Context: an optimization exercise on an open-source flow, tuned for small area and few clock cycles per item. The choices shown serve that exercise and are no tape-out recipe.
Only simulation tests tie the RTL to the original design; equivalence was not proved.
Power and IR drop assume default switching activity.

`design.v`:
```
module bfc (
    input  wire        clk,
    input  wire        rst,         
    input  wire        cmd_valid,
    output wire        cmd_ready,
    input  wire [31:0] cmd_data,
    output wire        rsp_valid,
    input  wire        rsp_ready,
    output wire [31:0] rsp_data
);
    reg  [7:0] csum;
    reg  [2:0] status;      
    reg        ctrl_ckenf;
    assign cmd_ready = rsp_ready;
    assign rsp_valid = cmd_valid;
    wire accept = cmd_valid && rsp_ready;
    wire [7:0] op = cmd_data[31:24];
    wire [7:0] f2 = cmd_data[23:16];
    wire [7:0] f1 = cmd_data[15:8];
    wire [7:0] f0 = cmd_data[7:0];
    wire [3:0] bf_w  = cmd_data[15:12];
    wire [2:0] bf_lo = cmd_data[10:8];
    wire [3:0] n  = op[3:0];
    wire       gs = (op[7:4] == 4'h0);      
    wire       gu = (op[7:4] == 4'h1);      
    wire       gp = (op[7:4] == 4'h2);      
    wire       gk = (op[7:4] == 4'h3);      
    wire z16 = (cmd_data[23:16] == 8'd0);
    wire z14 = z16 && (cmd_data[15:14] == 2'd0);
    wire z8  = z14 && (cmd_data[13:8] == 6'd0);
    wire z3  = z8  && (cmd_data[7:3] == 5'd0);
    wire z1  = z3  && (cmd_data[2:1] == 2'd0);
    wire z0  = z1  && !cmd_data[0];
    wire [4:0] bf_end  = {2'b0, bf_lo} + {1'b0, bf_w};
    wire       bf_geom = (bf_w != 4'd0) && !cmd_data[11] && !bf_end[4] &&
                         (!bf_end[3] || (bf_end[2:0] == 3'd0));
    wire legal =
        (gs & (n == 4'd0 || n == 4'd1 || n == 4'd3) & z0) |
        (gs & (n == 4'd2) & z3) |
        (gs & (n == 4'd4) & z1) |
        (gs & (n == 4'd8) & z16 & bf_geom) |
        (gs & (n == 4'd9) & bf_geom) |
        (gu & (n <= 4'd8) & z8) |
        (gu & (n == 4'd9) & z16) |
        (gp & (n <= 4'd3 || n == 4'd5) & z16) |
        (gp & (n == 4'd4)) |
        (gp & (n >= 4'd6 && n <= 4'd8) & z8) |
        (gp & (n == 4'd9) & z14) |
        (gk & (n == 4'd0 || n == 4'd2) & z0) |
        (gk & (n == 4'd1 || n == 4'd3) & z8);
    wire q_s = (op[5:4] == 2'd0);
    wire q_u = (op[5:4] == 2'd1);
    wire q_p = (op[5:4] == 2'd2);
    wire q_k = (op[5:4] == 2'd3);
    wire n3 = n[3], n2 = n[2], n1 = n[1], n0 = n[0];
    wire s_strd  = q_s & ~n3 & ~n1 & n0;
    wire s_stclr = q_s & n1 & ~n0;
    wire s_ctrd  = q_s & ~n3 & n1 & n0;
    wire s_ctwr  = q_s & n2;
    wire s_bfx   = q_s & n3 & ~n0;
    wire s_bfi   = q_s & n3 & n0;
    wire i0 = ~n3 & ~n2 & ~n1 & ~n0;
    wire i1 = ~n3 & ~n2 & ~n1 &  n0;
    wire i2 = ~n3 & ~n2 &  n1 & ~n0;
    wire i3 = ~n3 & ~n2 &  n1 &  n0;
    wire i4 =  n2 & ~n1 & ~n0;
    wire i5 =  n2 & ~n1 &  n0;
    wire i6 =  n2 &  n1 & ~n0;
    wire i7 =  n2 &  n1 &  n0;
    wire i8 =  n3 & ~n0;
    wire i9 =  n3 &  n0;
    wire s_ucur = q_u & i0, s_udtr = q_u & i1, s_usen = q_u & i2;
    wire s_uosc = q_u & i3, s_ulfo = q_u & i4, s_ufbk = q_u & i5;
    wire s_ualg = q_u & i6, s_utrn = q_u & i7, s_uu99 = q_u & i8;
    wire s_usiz = q_u & i9;
    wire s_pcur = q_p & i0, s_pdtr = q_p & i1, s_psen = q_p & i2;
    wire s_posc = q_p & i3, s_plfo = q_p & i4, s_pfbk = q_p & i5;
    wire s_palg = q_p & i6, s_ptrn = q_p & i7, s_pu99 = q_p & i8;
    wire s_psiz = q_p & i9;
    wire s_ckclr = q_k & ~n1 & ~n0;
    wire s_ckadd = q_k & ~n1 &  n0;
    wire s_ckrd  = q_k &  n1 & ~n0;
    wire s_ckcmp = q_k &  n1 &  n0;
    wire [7:0] xa1 = {f0[7],  bf_lo[0] ? f0[7:1]  : f0[6:0]};
    wire [7:0] xa2 = {xa1[7:6], bf_lo[1] ? xa1[7:2] : xa1[5:0]};
    wire [7:0] xa4 = {xa2[7:4], bf_lo[2] ? xa2[7:4] : xa2[3:0]};
    wire [7:0] lt_w;
    wire [7:0] ge_lo;
    wire [7:0] lt_end;
    genvar gi;
    generate
        for (gi = 0; gi < 8; gi = gi + 1) begin : g_therm
            assign lt_w[gi]   = (bf_w > gi);
            assign ge_lo[gi]  = (bf_lo <= gi);
            assign lt_end[gi] = (bf_end[3:0] > gi);
        end
    endgenerate
    wire [7:0] bfx_val = {lt_w[7:1], 1'b1} & xa4;
    wire [7:0] ia1 = {bf_lo[0] ? f2[6:0]  : f2[7:1],  f2[0]};
    wire [7:0] ia2 = {bf_lo[1] ? ia1[5:0] : ia1[7:2], ia1[1:0]};
    wire [7:0] ia4 = {bf_lo[2] ? ia2[3:0] : ia2[7:4], ia2[3:0]};
    wire [7:0] bf_m    = ge_lo & lt_end;
    wire [7:0] bfi_val = (f0 & ~bf_m) | (ia4 & bf_m);
    wire       dtrs_err = (f0[6:3] == 4'd15);
    wire [3:0] dtrs_d   = f0[6:3] + 4'd9;                  
    wire [7:0] dtrs_det = dtrs_err ? 8'd7 : {{4{f0[6:3] < 4'd7}}, dtrs_d};
    wire       sens_err = |f0[7:5];
    wire [2:0] sens_val = f0[4:2] | {3{sens_err}};
    wire       osc_err  = |f0[7:6];
    wire [4:0] osc_val  = f0[5:1] | {5{osc_err}};
    wire       lfo_err  = f0[3] & f0[2];
    wire [2:0] lfo_val  = {f0[3], f0[2] & ~f0[3], f0[1] | lfo_err};
    wire       trn_err  = f0[7] | f0[6] | (f0[5] & f0[4] & (f0[3:0] != 4'd0));
    wire [4:0] trn_hi   = {2'b0, f0[5:3]} - 5'd3;
    wire [7:0] trn_val  = trn_err ? 8'd24 : {trn_hi, f0[2:0]};
    wire       u99_err  = f0[7] | (f0[6] & f0[5] & (f0[4] | f0[3] | f0[2]));
    wire [7:0] u99_val  = u99_err ? 8'd99 : f0;
    wire [5:0] alg_u    = {1'b0, f0[4:0]} + 6'd1;
    wire [4:0] alg_p    = f0[4:0] - 5'd1;
    wire [3:0] dtrs_p   = f1[3:0] + 4'd7;
    wire [4:0] trn_p    = f0[7:3] + 5'd3;                   
    wire [7:0] csum_sub = csum - f0;
    wire       ck_miss  = (f0 != {1'b0, csum[6:0]});
    wire e0 = (s_utrn & trn_err) | (s_uu99 & u99_err);
    wire e1 = (s_udtr & dtrs_err) | (s_usen & sens_err) |
              (s_uosc & osc_err) | (s_ulfo & lfo_err);
    wire ckm = s_ckcmp & ck_miss;
    wire [7:0] r0 =
        ({8{s_strd}}  & {5'd0, status}) |
        ({8{s_stclr}} & {5'd0, status & ~f0[2:0]}) |
        ({8{s_ctrd}}  & {7'd0, ctrl_ckenf}) |
        ({8{s_ctwr}}  & {7'd0, f0[0]}) |
        ({8{s_bfx}}   & bfx_val) |
        ({8{s_bfi}}   & bfi_val) |
        ({8{s_ucur | s_usen}} & {6'd0, f0[1:0]}) |
        ({8{s_udtr | s_ufbk}} & {5'd0, f0[2:0]}) |
        ({8{s_uosc | s_ulfo}} & {7'd0, f0[0]}) |
        ({8{s_ualg}}  & {2'd0, alg_u}) |
        ({8{s_utrn}}  & trn_val) |
        ({8{s_uu99}}  & u99_val) |
        ({8{s_usiz}}  & {f1[0] | f0[7], f0[6:0]}) |
        ({8{s_pcur}}  & {4'd0, f1[1:0], f0[1:0]}) |
        ({8{s_pdtr}}  & {1'b0, dtrs_p, f0[2:0]}) |
        ({8{s_psen}}  & {f1[5:0], f0[1:0]}) |
        ({8{s_posc}}  & {f1[6:0], f0[0]}) |
        ({8{s_plfo}}  & {1'b0, f2[2:0], f1[2:0], f0[0]}) |
        ({8{s_pfbk}}  & {4'd0, f1[0], f0[2:0]}) |
        ({8{s_palg}}  & {3'd0, alg_p}) |
        ({8{s_ptrn}}  & {trn_p, f0[2:0]}) |
        ({8{s_pu99}}  & f0) |
        ({8{s_psiz}}  & {1'b0, f0[6:0]}) |
        ({8{s_ckadd}} & csum_sub) |
        ({8{s_ckrd | s_ckcmp}} & {1'b0, csum[6:0]});
    wire [7:0] r1 =
        ({8{s_ucur}}  & {6'd0, f0[3:2]}) |
        ({8{s_udtr}}  & dtrs_det) |
        ({8{s_usen}}  & {5'd0, sens_val}) |
        ({8{s_uosc}}  & {3'd0, osc_val}) |
        ({8{s_ulfo}}  & {5'd0, lfo_val}) |
        ({8{s_ufbk}}  & {7'd0, f0[3]}) |
        ({8{s_usiz}}  & {1'b0, f1[7:1]}) |
        ({8{s_psiz}}  & {1'b0, f1[5:0], f0[7]}) |
        ({8{s_ckrd}}  & csum) |
        ({8{s_ckcmp}} & f0);
    wire [7:0] r2 =
        ({8{s_ulfo}}  & {5'd0, f0[6:4]}) |
        ({8{s_usiz}}  & {f1[7:1], f1[0] | f0[7]});
    assign rsp_data = legal ? {4'd0, ckm, 1'b0, e1, e0, r2, r1, r0}
                            : 32'h8000_0000;
    always @(posedge clk) begin
        if (rst) begin
            csum       <= 8'd0;
            status     <= 3'd0;
            ctrl_ckenf <= 1'b0;
        end else if (accept) begin
            if (legal) begin
                if (s_ckclr)
                    csum <= 8'd0;
                else if (s_ckadd)
                    csum <= csum_sub;
                if (s_ctwr)
                    ctrl_ckenf <= f0[0];
                status <= (status & ~({3{s_stclr}} & f0[2:0])) |
                          {1'b0, ckm, e0 | e1 | (ckm & ctrl_ckenf)};
            end else begin
                status[2] <= 1'b1;
            end
        end
    end
endmodule
```
`run.sh`:
```
#!/bin/bash
# synth_recipe.tcl (not shown) runs the flow's synth.tcl, then flattens the netlist and writes it again
# the make line also repeats each setting of config.mk as NAME=value (left out here)
make -C /OpenROAD-flow-scripts/flow DESIGN_CONFIG=/design/flow/config.mk WORK_HOME=/design/flow/orfs CLKGATE_MAP_FILE= SYNTH_SCRIPT=/design/flow/synth_recipe.tcl finish
```
`config.mk`:
```
export PLATFORM = sky130hd
export DESIGN_NAME = bfc
export DESIGN_NICKNAME = bfc
export VERILOG_FILES = /design/flow/design.v
export SDC_FILE = /design/flow/constraint.sdc
export NUM_CORES = 4
export LEC_CHECK = 0
export ABC_AREA = 1
export CAP_MARGIN = 20
export CORE_MARGIN = 2
export CORE_UTILIZATION = 50
export PLACE_DENSITY = 0.65
export SLEW_MARGIN = 20
```
`constraint.sdc`:
```
create_clock -name core_clock -period 7.0 [get_ports {clk}]
set_input_delay 1.4000 -clock core_clock [delete_from_list [all_inputs] [get_ports {clk}]]
set_output_delay 1.4000 -clock core_clock [all_outputs]
set_load 0.01 [all_outputs]
```
==> run notes, run 1 <==
* Status: finished clean
* Total GRT Usage at 40.7%
* Top cell type's share of synthesized area at 21.0%
* Vias at 5498
* Worst slew margin at 56.1%
* Root Buffer: clkbuf_8
* Biggest area consumer among synthesized cells: nand2_1
* P per Cell Area at 73.7 mW/mm^2
* Initial antenna violation count at 0
* Slew Viols, Final at 0
* Hold_ws at 467 ps
* Netlist Area Pre-Place at 0.00369 mm^2
* Layout cell share with drive strength beyond 1 at 3.86%
* Fmax at 166 MHz
* GRT Residual Overflow at 0
* Final setup fails at 0
* Slowest cell on crit path: clkdlybuf4s50_1
* Top Family by Delay on Critical Path: buffers and inverters
* Fillers at 735
* Max-Cap Viols at 0
* Register area share after synthesis at 6.52%
* ANT nets after route at 0
* Mux share of post-synthesis cell area at 0%
* Largest net degree at the start of global routing at 34
* Post-synthesis compound-gate area fraction at 23.7%
* Largest family of logic cells by synthesized area: simple AND/OR/NAND/NOR gates
* Area Growth Syn to Fin at 20.6%
* Cell Rows at 31
* Hold_buf cts at 0
* Area share of fa/ha/maj cells after synthesis at 7.88%
* Cells after Synth at 722
* RSZ-0062 raised after global routing: false
* Die Y at 89.9 um
* Ys Warns at 1
* Crit end category: output pin
* Xor/xnor cell area share of the yosys netlist at 0.713%
* Post-synthesis cell type count at 41
* Layout Skew at 8.22 ps
* Worst Path Required at 5600 ps
* HP Class: register to register
* First-pass GRT wire length at 26.3 mm
* Setup bufs post-CTS at 0
* Die Wd at 89.9 um
* Worst setup SP type: input port
* Initial core utilization at 51.1%
* Total CTS buffers at 3
* Worst IR Drop VDD at 0.115 mV
* WL final at 17.0 mm
* Clk latency of the worst-skew pair at 250 ps
* Routed wire per std cell at 19.4 um
* Worst Tran Pin Value at 656 ps
* NumNets Final at 838
* CP bufs+invs at 5
* Minimum clock period at 6020 ps
* CTS tree: done
* Post-CTS sizing at 0
* Crit Path Class: input port to output pin
* CTS Buffer Depth at 2
* Number of diodes at 0
* Clock-pin slew of the registers on the worst-case setup and hold paths at 50 ps
* Worst path max stage delay at 530 ps
* Critical-path cell list: clkdlybuf4s50_1 -> buf_4 -> clkinv_1 -> ha_1 -> a21oi_1 -> o21a_1 -> nand3_1 -> a21oi_1 -> nand3b_1 -> nand2_1 -> inv_1 -> clkdlybuf4s50_1
* Leakage at 2.07 nW
* Gpl congestion at 1.10
* Crit-path max FO at 12
* Avg Synthesized Cell Area at 5.11 um^2
* H-Tree Level Count at 1
* Drt via density at 6.27
* Flops & latches, synth at 12
* Simple-gate share of the synthesized area at 47.0%
* Final period utilization at 86.1%
* DRC viols at 0
* Core region area at 0.00721 mm^2
* Dpl hpwl at 13.2 mm
* Pre-Repair DR Iteration Count at 7
* # clock sinks at 12
* Drt first-iter violations at 922
* CP arrival at 4620 ps
* Final Hold Viols at 0
* Die ar. at 0.00807 mm^2
* Setup TNS at 0 ps
* Vias in the first global route at 5016
* IO Port Bufs at 65
* Largest cells by area after synthesis: nand2_1 21%, inv_1 9.0%, nor2_1 8.6%
* I/O pins at 70
* Pwr Total at 0.328 mW
-- layout by cell type (no fill, tap or decap), drive strengths merged, types with 12 or more instances in the layout --
| master | n |
|---|---|
| nand2 | 211 |
| inv | 93 |
| nor2 | 88 |
| clkdlybuf4s50 | 65 |
| nand3 | 61 |
| o21ai | 61 |
| a21oi | 52 |
| ha | 20 |
| nand4 | 18 |
| nor3 | 16 |
| dfxtp | 12 |
-- through the flow --
stage / cell area [um^2] / util [%] / std cells / setup slack [ps]
after floorplan: 3700 / - / 725 / 2510
after global placement: 4400 / 61.0 / 874 / 1020
after detailed placement: 4400 / 61.0 / 874 / 1060
after CTS: 4450 / 61.6 / 877 / 1050
after global routing: 4450 / 61.6 / 877 / 779
final: 4450 / 61.6 / 877 / 976
-- per-layer routing --
metal | global-route usage, % | wire [um] | vias up
met3 | 7.12 | 2240 | 98
met2 | 63.4 | 7330 | 468
met4 | 23.2 | 996 | 0
met5 | 0 | 0 | -
li1 | - | - | 2503
met1 | 53.1 | 6430 | 2429
-- cells by family (layout without fill, tap and decap cells) --
kind of cell / count (synthesis) / in the layout
AOI/OAI and AO/OA: 155 / 155
xor gates and xnor gates: 3 / 3
adders and majority gates: 22 / 22
buffers and inverters: 124 / 177
DFF: 12 / 12
other: 1 / 4
and+or+nand+nor: 405 / 405
-- worst reg2reg max path, stage by stage, from the launching register on --
cell and delay (ps):
dfxtp_1 300, inv_1 110, ha_1 150, inv_1 80, fa_1 440, nand2_1 110, nand3_1 90, a21oi_1 130
o21ai_0 180, nand3b_1 220, a21oi_1 150
-- synth_stat cells, drive strengths merged --
| master | instances |
|---|---|
| a2111oi | 1 |
| a21o | 1 |
| a21oi | 52 |
| a221oi | 4 |
| a22oi | 2 |
| a31oi | 9 |
| buf | 19 |
| clkbuf | 7 |
| clkinv | 5 |
| conb | 1 |
| dfxtp | 12 |
| fa | 2 |
| ha | 20 |
| inv | 93 |
| nand2 | 211 |
| nand3 | 61 |
| nand3b | 6 |
| nand4 | 18 |
| nor2 | 88 |
| nor3 | 16 |
| nor3b | 1 |
| nor4 | 1 |
| nor4b | 1 |
| o2111ai | 1 |
| o211ai | 11 |
| o21a | 4 |
| o21ai | 61 |
| o21bai | 1 |
| o221ai | 2 |
| o22ai | 4 |
| o31ai | 2 |
| or2 | 2 |
| xor2 | 3 |
-- cell type report --
class	instances	area, um^2	area share (%)
Multi-Input combinational cell	589	2940	66.1
Timing Repair Buffer	76	733	16.5
Inverter	98	368	8.27
Sequential cell	12	240	5.40
Tap cell	99	124	2.79
Clock buffer	3	41.3	0.929
-- flip-flops by register name, summed over array words and instances (netlist names) --
register / count
status: 3
ctrl_ckenf: 1
csum: 8
-- power by group --
group	leakage [nW]	internal [mW]	switching (mW)	total [mW]
Combinational	1.95	0.0622	0.130	0.192
Sequential	0.0968	0.0688	0.000200	0.0690
Clock	0.0216	0.0381	0.0284	0.0665
Total	2.07	0.169	0.159	0.328
-- worst paths after layout --
check / from / end / slack (ps) / cells past startpoint
worst min-delay path: csum[0] / csum[0] / 470 / 2
worst max-delay path: cmd_data[4] / rsp_data[7] / 980 / 12
worst max register to register: csum[0] / csum[6] / 4980 / 10
worst min register to register: csum[0] / csum[0] / 470 / 2
Testbench counts, summed over its fixed seeds: cycles 17,559, items 17,559.
==> run 2, diff against run 1 <==
==> flow/run.sh (new file) <==
#!/bin/bash
# Own layout flow: the standard synthesis, then the combinational logic
# re-mapped for area (registers untouched), then the standard layout with
# plain buf_1 port buffers.
set -euo pipefail
work=$(pwd)
plat=${FLOW_PLATFORM:-sky130hd}
res=$work/orfs/results/$plat/bfc/base
lib=$FLOW_HOME/platforms/$plat/lib/sky130_fd_sc_hd__tt_025C_1v80.lib
yosys_bin=$FLOW_HOME/../tools/install/yosys/bin/yosys
[[ -x $yosys_bin ]] || yosys_bin=yosys

# 1. standard synthesis
bash standard.sh synth > log_1_standard_synth.log 2>&1

# 2. re-map the logic between the registers
cp "$res/1_2_yosys.v" "$work/std_1_2_yosys.v"
du=$(sed 's/^/-dont_use /' "$work/flow/dont_use.txt" | tr '\n' ' ')
sed -e "s#{LIB}#$lib#g" -e "s#{IN}#$work/std_1_2_yosys.v#" \
    -e "s#{ABC}#$work/flow/area.abc#" -e "s#{DONT_USE}#$du#" \
    -e "s#{STAT}#$work/remap_stat.txt#" -e "s#{OUT}#$work/remap_1_2_yosys.v#" \
    "$work/flow/remap.ys" > "$work/remap.ys"
(cd "$work" && "$yosys_bin" -l "$work/log_2_remap.log" -q remap.ys) > /dev/null 2>&1
sleep 1
cp "$work/remap_1_2_yosys.v" "$res/1_2_yosys.v"
touch "$res/1_2_yosys.v"

# 3. standard layout from the re-mapped netlist
bash standard.sh "BUFFER_PORTS_ARGS=-buffer_cell sky130_fd_sc_hd__buf_1" finish > log_3_standard_finish.log 2>&1
==> flow/area.abc (new file) <==
strash; dch -f; amap; topo
==> flow/dont_use.txt (new file) <==
sky130_fd_sc_hd__lpflow_bleeder_1
sky130_fd_sc_hd__lpflow_clkbufkapwr_1
sky130_fd_sc_hd__lpflow_clkbufkapwr_16
sky130_fd_sc_hd__lpflow_clkbufkapwr_2
sky130_fd_sc_hd__lpflow_clkbufkapwr_4
sky130_fd_sc_hd__lpflow_clkbufkapwr_8
sky130_fd_sc_hd__lpflow_clkinvkapwr_1
sky130_fd_sc_hd__lpflow_clkinvkapwr_16
sky130_fd_sc_hd__lpflow_clkinvkapwr_2
sky130_fd_sc_hd__lpflow_clkinvkapwr_4
sky130_fd_sc_hd__lpflow_clkinvkapwr_8
sky130_fd_sc_hd__lpflow_decapkapwr_12
sky130_fd_sc_hd__lpflow_decapkapwr_3
sky130_fd_sc_hd__lpflow_decapkapwr_4
sky130_fd_sc_hd__lpflow_decapkapwr_6
sky130_fd_sc_hd__lpflow_decapkapwr_8
sky130_fd_sc_hd__lpflow_inputiso0n_1
sky130_fd_sc_hd__lpflow_inputiso0p_1
sky130_fd_sc_hd__lpflow_inputiso1n_1
sky130_fd_sc_hd__lpflow_inputiso1p_1
sky130_fd_sc_hd__lpflow_inputisolatch_1
sky130_fd_sc_hd__lpflow_isobufsrc_1
sky130_fd_sc_hd__lpflow_isobufsrc_16
sky130_fd_sc_hd__lpflow_isobufsrc_2
sky130_fd_sc_hd__lpflow_isobufsrc_4
sky130_fd_sc_hd__lpflow_isobufsrc_8
sky130_fd_sc_hd__lpflow_isobufsrckapwr_16
sky130_fd_sc_hd__lpflow_lsbuf_lh_hl_isowell_tap_1
sky130_fd_sc_hd__lpflow_lsbuf_lh_hl_isowell_tap_2
sky130_fd_sc_hd__lpflow_lsbuf_lh_hl_isowell_tap_4
sky130_fd_sc_hd__lpflow_lsbuf_lh_isowell_4
sky130_fd_sc_hd__lpflow_lsbuf_lh_isowell_tap_1
sky130_fd_sc_hd__lpflow_lsbuf_lh_isowell_tap_2
sky130_fd_sc_hd__lpflow_lsbuf_lh_isowell_tap_4
sky130_fd_sc_hd__probe_p_8
sky130_fd_sc_hd__probec_p_8
==> flow/remap.ys (new file) <==
# Re-map the combinational logic of the standard synthesis for area.
# The registers stay as the standard synthesis made them (same instances,
# names and cell types); only the logic between them is re-mapped.
read_liberty -ignore_miss_func {LIB}
read_verilog {IN}
hierarchy -top bfc
setattr -mod -set keep_hierarchy 1 sky130_fd_sc_hd__*df* sky130_fd_sc_hd__*dl*
flatten
opt_clean
abc -script {ABC} -liberty {LIB} {DONT_USE}
opt_clean -purge
hilomap -singleton -hicell sky130_fd_sc_hd__conb_1 HI -locell sky130_fd_sc_hd__conb_1 LO
insbuf -buf sky130_fd_sc_hd__buf_1 A X
splitnets
opt_clean -purge
select -module bfc
tee -o {STAT} stat -liberty {LIB}
write_verilog -noattr -noexpr -nohex -nodec -selected {OUT}
==> standard.sh (new file) <==
#!/bin/bash
# synth_recipe.tcl (not shown) runs the flow's synth.tcl, then flattens the netlist and writes it again
# the make line also repeats each setting of config.mk as NAME=value (left out here)
make -C /OpenROAD-flow-scripts/flow DESIGN_CONFIG=/design/flow/config.mk WORK_HOME=/design/flow/orfs CLKGATE_MAP_FILE= SYNTH_SCRIPT=/design/flow/synth_recipe.tcl "${@:-finish}"
removed: run.sh
==> run notes, run 2 <==
* Crit-path max FO at 17 (+5)
* Critical path depth at 11 (-1)
* Post-CTS sizing at 0 (unchanged)
* CTS tree: done
* Worst setup SP type: input port
* RSZ-0062 raised after global routing: false
* Slowest cell on crit path: o311a_1
* Number of diodes at 0 (unchanged)
* Pre-Repair DR Iteration Count at 6 (-1)
* Worst Tran Pin Value at 815 ps (+159 ps)
* Core region area at 0.00554 mm^2 (-23%)
* Top Registers: csum x8, status x3, ctrl_ckenf x1
* Final period utilization at 88.1% (+2.1 points)
* Hold path startpoint: status[1]
* Layout cell share with drive strength beyond 1 at 2.58% (-1.3 points)
* First-pass GRT wire length at 22.4 mm (-15%)
* CP bufs+invs at 4 (-1)
* Die ar. at 0.00642 mm^2 (-21%)
* IO Port Bufs at 65 (unchanged)
* Largest net degree at the start of global routing at 20 (-41%)
* Highest-count cells in the layout ignoring fill and taps: 166 x nor2_1, 73 x clkinv_1, 65 x buf_1
* R2r setup slk at 4420 ps (-560 ps)
* Total GRT Usage at 45.2% (+4.4 points)
* Fillers at 573 (-22%)
* Top Family by Delay on Critical Path: compound AO/OA/AOI/OAI gates
* Final setup fails at 0 (unchanged)
* Layout Skew at 4.60 ps (-3.62 ps)
* Pwr Total at 0.287 mW (-13%)
* Multi-input logic area at 0.00237 mm^2 (-19%)
* Vias in the first global route at 4303 (-14%)
* Slew Viols, Final at 0 (unchanged)
* Status: finished clean
* CP arrival at 4770 ps (+150 ps)
* ANT nets after route at 0 (unchanged)
* Most common cell after layout, fill and taps aside: nor2_1
* WL final at 14.7 mm (-13%)
* Drt via density at 6.90 (+10%)
* Ys Warns at 1 (unchanged)
* Hold_buf cts at 0 (unchanged)
* Cell Rows at 27 (-13%)
* CTS Buffer Depth at 2 (unchanged)
* # clock sinks at 12 (unchanged)
* Final Hold Viols at 0 (unchanged)
* Setup bufs post-CTS at 0 (unchanged)
* Initial antenna violation count at 0 (unchanged)
* Die Wd at 80.1 um (-11%)
* Avg Synthesized Cell Area at 5.33 um^2 (+4.5%)
* Die Y at 80.1 um (-11%)
* Drt first-iter violations at 654 (-29%)
* Worst Path Required at 5600 ps (about the same)
* Dpl hpwl at 11.5 mm (-13%)
* Reg2reg start: csum[0]
* Clock-pin slew of the registers on the worst-case setup and hold paths at 50 ps (about the same)
* Fmax at 162 MHz (-2.4%)
* Worst Reg-to-Reg Cells at 13 (+3)
* Netlist Area Pre-Place at 0.00290 mm^2 (-21%)
* Vias at 4785 (-13%)
* WHS Path Cells at 2 (unchanged)
* Clk latency of the worst-skew pair at 250 ps (about the same)
* Setup TNS at 0 ps (unchanged)
* Routed wire per std cell at 21.2 um (+9.5%)
* Worst slew margin at 44.3% (-12 points)
* Gpl congestion at 1.08 (-1.5%)
* Reg2reg end: csum[7]
* Biggest register: csum
* Initial core utilization at 52.3% (+1.2 points)
* Cells after Synth at 543 (-25%)
* Worst path max stage delay at 600 ps (+70 ps)
* Crit end category: output pin
* H-Tree Level Count at 1 (unchanged)
* Leakage at 1.03 nW (-50%)
* Critical-path cell list: buf_1 -> clkinv_1 -> o22ai_1 -> nor2_1 -> a21oi_1 -> nor2_1 -> o21ai_0 -> o311a_1 -> buf_4 -> a41oi_1 -> buf_1
* HP Class: register to register
* I/O pins at 70 (unchanged)
* Crit Path Class: input port to output pin
* Total CTS buffers at 3 (unchanged)
* Largest register FFs at 8 (unchanged)
* DRC viols at 0 (unchanged)
* Minimum clock period at 6170 ps (+146 ps)
* Root Buffer: clkbuf_8
* Worst IR Drop VDD at 0.126 mV (+9.3%)
* NumNets Final at 659 (-21%)
* Max-Cap Viols at 0 (unchanged)
* GRT Residual Overflow at 0 (unchanged)
* Hold EP: status[1]
* FF/Latch Area at 240 um^2 (unchanged)
* Area Growth Syn to Fin at 15.9%
* P per Cell Area at 85.4 mW/mm^2 (+16%)
-- run 2: cell type report --
| type | instances | area share [%] |
|---|---|---|
| Clock buffer | 3 | 1.23 |
| Timing Repair Buffer | 78 | 10.2 |
| Tap cell | 72 | 2.68 |
| Sequential cell | 12 | 7.15 |
| Inverter | 73 | 8.16 |
| Multi-Input combinational cell | 455 | 70.6 |
-- run 2: metal layers --
layer | vias to the layer above | wire, um | global-route usage (%)
met5 | - | 0 | 0
met3 | 99 | 1870 | 8.09
met1 | 2127 | 5590 | 57.0
met2 | 422 | 6270 | 71.2
li1 | 2137 | - | -
met4 | 0 | 977 | 27.3
-- run 2: report_power, final --
| part | internal (mW) | switching [mW] |
|---|---|---|
| Clock | 0.0380 | 0.0263 |
| Sequential | 0.0688 | 0.000145 |
| Combinational | 0.0417 | 0.112 |
| Total | 0.149 | 0.138 |
-- run 2: per-stage QoR --
step                worst slack, ps  util (%)  hold WS, ps  cell area (um^2)  instances
global placement               1270      59.9          493              3320        690
global route                    680      60.6          528              3360        693
CTS                            1050      60.6          504              3360        693
floorplan                      2150         -          447              2910        546
detailed placement             1060      59.9          498              3320        690
finish                          830      60.6          499              3360        693
-- run 2: worst max path at each step --
stage / startpoint / end
after floorplan: cmd_data[10] / rsp_data[10]
after global placement: cmd_data[10] / rsp_data[3]
after detailed placement: cmd_data[10] / rsp_data[3]
after CTS: cmd_data[10] / rsp_data[3]
after global routing: cmd_data[10] / rsp_data[3]
final: cmd_data[10] / rsp_data[3]
-- run 2: worst reg2reg max path: stages (launching register included) --
cell     delay [ps]
dfxtp_1         320
nor2_1          170
nor2_1           80
a21oi_1         270
nor2_1           70
nor2_1          140
nor2_1           80
o32ai_1         370
nor2_1          110
o31ai_1         300
nor2_1           90
a32oi_1         250
o22a_1          170
nor2_1           40
==> run 3, diff against run 2 <==
--- a/design.v
+++ b/design.v
@@ -83,5 +83,14 @@
     wire s_ckcmp = q_k &  n1 &  n0;
-    wire [7:0] xa1 = {f0[7],  bf_lo[0] ? f0[7:1]  : f0[6:0]};
-    wire [7:0] xa2 = {xa1[7:6], bf_lo[1] ? xa1[7:2] : xa1[5:0]};
-    wire [7:0] xa4 = {xa2[7:4], bf_lo[2] ? xa2[7:4] : xa2[3:0]};
+    wire [7:0] f0_rev;
+    genvar gi;
+    generate
+        for (gi = 0; gi < 8; gi = gi + 1) begin : g_rev
+            assign f0_rev[gi] = f0[7 - gi];
+        end
+    endgenerate
+    wire [7:0] sh0 = f2 | (f0_rev & {8{~op[0]}});
+    wire [7:0] sh1 = {bf_lo[0] ? sh0[6:0] : sh0[7:1], sh0[0]};
+    wire [7:0] sh2 = {bf_lo[1] ? sh1[5:0] : sh1[7:2], sh1[1:0]};
+    wire [7:0] sh4 = {bf_lo[2] ? sh2[3:0] : sh2[7:4], sh2[3:0]};
+    wire [7:0] sh4_rev;
     wire [7:0] lt_w;
@@ -89,16 +98,13 @@
     wire [7:0] lt_end;
-    genvar gi;
     generate
         for (gi = 0; gi < 8; gi = gi + 1) begin : g_therm
-            assign lt_w[gi]   = (bf_w > gi);
-            assign ge_lo[gi]  = (bf_lo <= gi);
-            assign lt_end[gi] = (bf_end[3:0] > gi);
+            assign sh4_rev[gi] = sh4[7 - gi];
+            assign lt_w[gi]    = (bf_w > gi);
+            assign ge_lo[gi]   = (bf_lo <= gi);
+            assign lt_end[gi]  = (bf_end[3:0] > gi);
         end
     endgenerate
-    wire [7:0] bfx_val = {lt_w[7:1], 1'b1} & xa4;
-    wire [7:0] ia1 = {bf_lo[0] ? f2[6:0]  : f2[7:1],  f2[0]};
-    wire [7:0] ia2 = {bf_lo[1] ? ia1[5:0] : ia1[7:2], ia1[1:0]};
-    wire [7:0] ia4 = {bf_lo[2] ? ia2[3:0] : ia2[7:4], ia2[3:0]};
+    wire [7:0] bfx_val = {lt_w[7:1], 1'b1} & sh4_rev;
     wire [7:0] bf_m    = ge_lo & lt_end;
-    wire [7:0] bfi_val = (f0 & ~bf_m) | (ia4 & bf_m);
+    wire [7:0] bfi_val = (f0 & ~bf_m) | (sh4 & bf_m);
     wire       dtrs_err = (f0[6:3] == 4'd15);
==> flow/area.abc (replaced) <==
strash; dc2; balance -l; resub -K 6 -l; rewrite -l; resub -K 6 -N 2 -l; refactor -l; resub -K 8 -l; balance -l; resub -K 8 -N 2 -l; rewrite -l; resub -K 10 -l; rewrite -z -l; resub -K 10 -N 2 -l; balance -l; resub -K 12 -l; refactor -z -l; resub -K 12 -N 2 -l; rewrite -z -l; balance -l; &get -n; &deepsyn -T 30; &put
dch -f; amap; topo
==> run notes, run 3 <==
* Setup bufs post-CTS at 0 (unchanged)
* Post-CTS sizing at 0 (unchanged)
* Initial core utilization at 50.9% (-1.4 points)
* Die Wd at 75.7 um (-5.6%)
* WL final at 13.2 mm (-10%)
* Worst IR Drop VDD at 0.109 mV (-13%)
* # clock sinks at 12 (unchanged)
* Gpl congestion at 1.13 (+4.4%)
* GRT Residual Overflow at 0 (unchanged)
* CTS tree: done
* Hold_buf cts at 0 (unchanged)
* Most common cell after layout, fill and taps aside: nor2_1
* Multi-input logic area at 0.00206 mm^2 (-13%)
* WHS Path Cells at 2 (unchanged)
* Final setup fails at 0 (unchanged)
* CP arrival at 5290 ps (+520 ps)
* Largest net degree at the start of global routing at 27 (+35%)
* Netlist Area Pre-Place at 0.00257 mm^2 (-11%)
* Crit-path max FO at 24 (+7)
* IO Port Bufs at 65 (unchanged)
* Routed wire per std cell at 21.8 um (+2.9%)
* Fillers at 539 (-5.9%)
* Die ar. at 0.00572 mm^2 (-11%)
* ANT nets after route at 0 (unchanged)
* Vias in the first global route at 3667 (-15%)
* Post-placement setup slack at 526 ps (-531 ps)
* Root Buffer: clkbuf_8
* Largest register FFs at 8 (unchanged)
* Critical-path cell list: buf_1 -> nor2_1 -> clkinv_1 -> nor2_1 -> clkinv_1 -> nor2_1 -> nand3_1 -> nor3_1 -> o2111ai_1 -> a31oi_1 -> nor3_1 -> nor3_1 -> clkinv_1 -> a31oi_1 -> buf_1
* RSZ-0062 raised after global routing: false
* Crit Path Class: input port to output pin
* Setup TNS at 0 ps (unchanged)
* Drt via density at 7.08 (+2.5%)
* Dpl hpwl at 10.1 mm (-12%)
* Max-Cap Viols at 0 (unchanged)
* H-Tree Level Count at 1 (unchanged)
* Leakage at 0.888 nW (-14%)
* Worst Path Required at 5600 ps (about the same)
* Area Growth Syn to Fin at 16.6%
* Cell Rows at 26 (-3.7%)
* HP Class: register to register
* DRC viols at 0 (unchanged)
* Slew Viols, Final at 0 (unchanged)
* Drt first-iter violations at 855 (+31%)
* Minimum clock period at 6690 ps (+515 ps)
* Number of diodes at 0 (unchanged)
* Ys Warns at 1 (unchanged)
* Cells after Synth at 463 (-15%)
* Hold path startpoint: status[1]
* Final setup margin at 315 ps (-515 ps)
* Reg2reg end: csum[7]
* Metal-1 WL at 4.76 mm (-15%)
* Clock-pin slew of the registers on the worst-case setup and hold paths at 60 ps (about the same)
* I/O pins at 70 (unchanged)
* Core region area at 0.00504 mm^2 (-9.0%)
* Reg2reg start: csum[2]
* Highest-count cells in the layout ignoring fill and taps: 109 x nor2_1, 70 x clkinv_1, 65 x buf_1
* Hold EP: status[1]
* Total GRT Usage at 45.4% (+0.27 points)
* P per Cell Area at 104 mW/mm^2 (+22%)
* Biggest register: csum
* Fmax at 150 MHz (-7.7%)
* Final period utilization at 95.5% (+7.4 points)
* Pre-Repair DR Iteration Count at 9 (+3)
* Avg Synthesized Cell Area at 5.55 um^2 (+4.0%)
* Met2 Wirelength at 5.28 mm (-16%)
* Die Y at 75.7 um (-5.6%)
* Vias at 4281 (-11%)
* Worst slew margin at 24.1% (-20 points)
* R2r setup slk at 4640 ps (+220 ps)
* Initial antenna violation count at 0 (unchanged)
* Total CTS buffers at 3 (unchanged)
* Crit end category: output pin
* Worst Reg-to-Reg Cells at 13 (unchanged)
* First-pass GRT wire length at 19.4 mm (-13%)
* Final Hold Viols at 0 (unchanged)
* Max layer used: met4
* Layout Skew at 7.78 ps (+3.19 ps)
* Slowest cell on crit path: clkinv_1
* Worst path max stage delay at 750 ps (+150 ps)
* Status: finished clean
* Worst Tran Pin Value at 1110 ps (+295 ps)
* Layout cell share with drive strength beyond 1 at 2.06% (-0.52 points)
* Clk latency of the worst-skew pair at 250 ps (about the same)
* FF/Latch Area at 240 um^2 (unchanged)
* Worst setup SP type: input port
* Top Registers: csum x8, status x3, ctrl_ckenf x1
* CTS Buffer Depth at 2 (unchanged)
* WL met3 at 2.01 mm (+7.3%)
* NumNets Final at 572 (-13%)
-- run 3: cell type report --
class / instances / area share [%]
multi-input combinational: 378 / 68.8
timing repair buffer: 71 / 9.66
inverter: 70 / 8.78
sequential: 12 / 8.03
tap: 70 / 2.93
clock buffer: 4 / 1.84
-- run 3: stage by stage --
step	util, %	hold slack, ps	cells	power, mW	area, um^2
after floorplan	-	443	466	0.163	2580
after global placement	58.2	457	601	0.224	2930
after detailed placement	58.2	463	601	0.221	2930
after CTS	59.3	472	605	0.300	2990
after global routing	59.4	497	605	0.322	2990
final	59.4	470	605	0.311	2990
-- run 3: critical path, delay by kind of cell --
| family | cells | cell delay [ps] |
|---|---|---|
| AOI/OAI and AO/OA | 3 | 770 |
| buffers and inverters | 5 | 1600 |
| and+or+nand+nor | 7 | 1490 |
-- run 3: how the worst max path moves through the flow --
stage	start	to	slack, ps	cells after the start
after floorplan	cmd_data[9]	rsp_data[0]	1680	13
after global placement	cmd_data[10]	rsp_data[11]	810	15
after detailed placement	cmd_data[10]	rsp_data[11]	530	15
after CTS	cmd_data[10]	rsp_data[11]	500	15
after global routing	cmd_data[10]	rsp_data[11]	90	15
final	cmd_data[10]	rsp_data[11]	310	15
-- run 3: metal layers --
| layer | global-route usage [%] | vias to the layer above |
|---|---|---|
| li1 | - | 1877 |
| met1 | 59.3 | 1817 |
| met2 | 67.9 | 460 |
| met3 | 10.6 | 127 |
| met4 | 27.3 | 0 |
| met5 | 0 | - |
-- run 3: power by group --
part           switching (mW)  total [mW]  internal (mW)
registers            0.000204      0.0689         0.0687
clock network          0.0286      0.0784         0.0498
logic                   0.117       0.163         0.0463
total                   0.146       0.311          0.165
Testbench counts of run 3, summed over its fixed seeds: cycles 17,559, items 17,559.

[afterwards: timing with drivers on the ports]
In the flow no input, the clock included, has a driving cell. The finished layouts below were timed again as built, in two steps. Step 1, drivers: a clkbuf_16 drives clk and a buf_2 each remaining input, both assumed. Step 2 moves the port delays by t, midway between the first and last clock arrival at a register: inputs arrive t later, outputs are due t later. That takes back most of the time a late clock gives input paths. a / b / c = no drivers / after step 1 / after step 2; a / b = the first two.
run	t, ns	slack for setup (ns)	slew at the worst register clock pin (ns)	worst slew at a driven data input, ns
run 1	0.279	0.976 / 0.951 / 0.951	0.06 / 0.06	0.05
run 2	0.270	0.830 / 0.805 / 0.805	0.05 / 0.05	0.03
run 3	0.270	0.315 / 0.294 / 0.294	0.06 / 0.06	0.04
After both steps setup and hold are still met in every run listed.
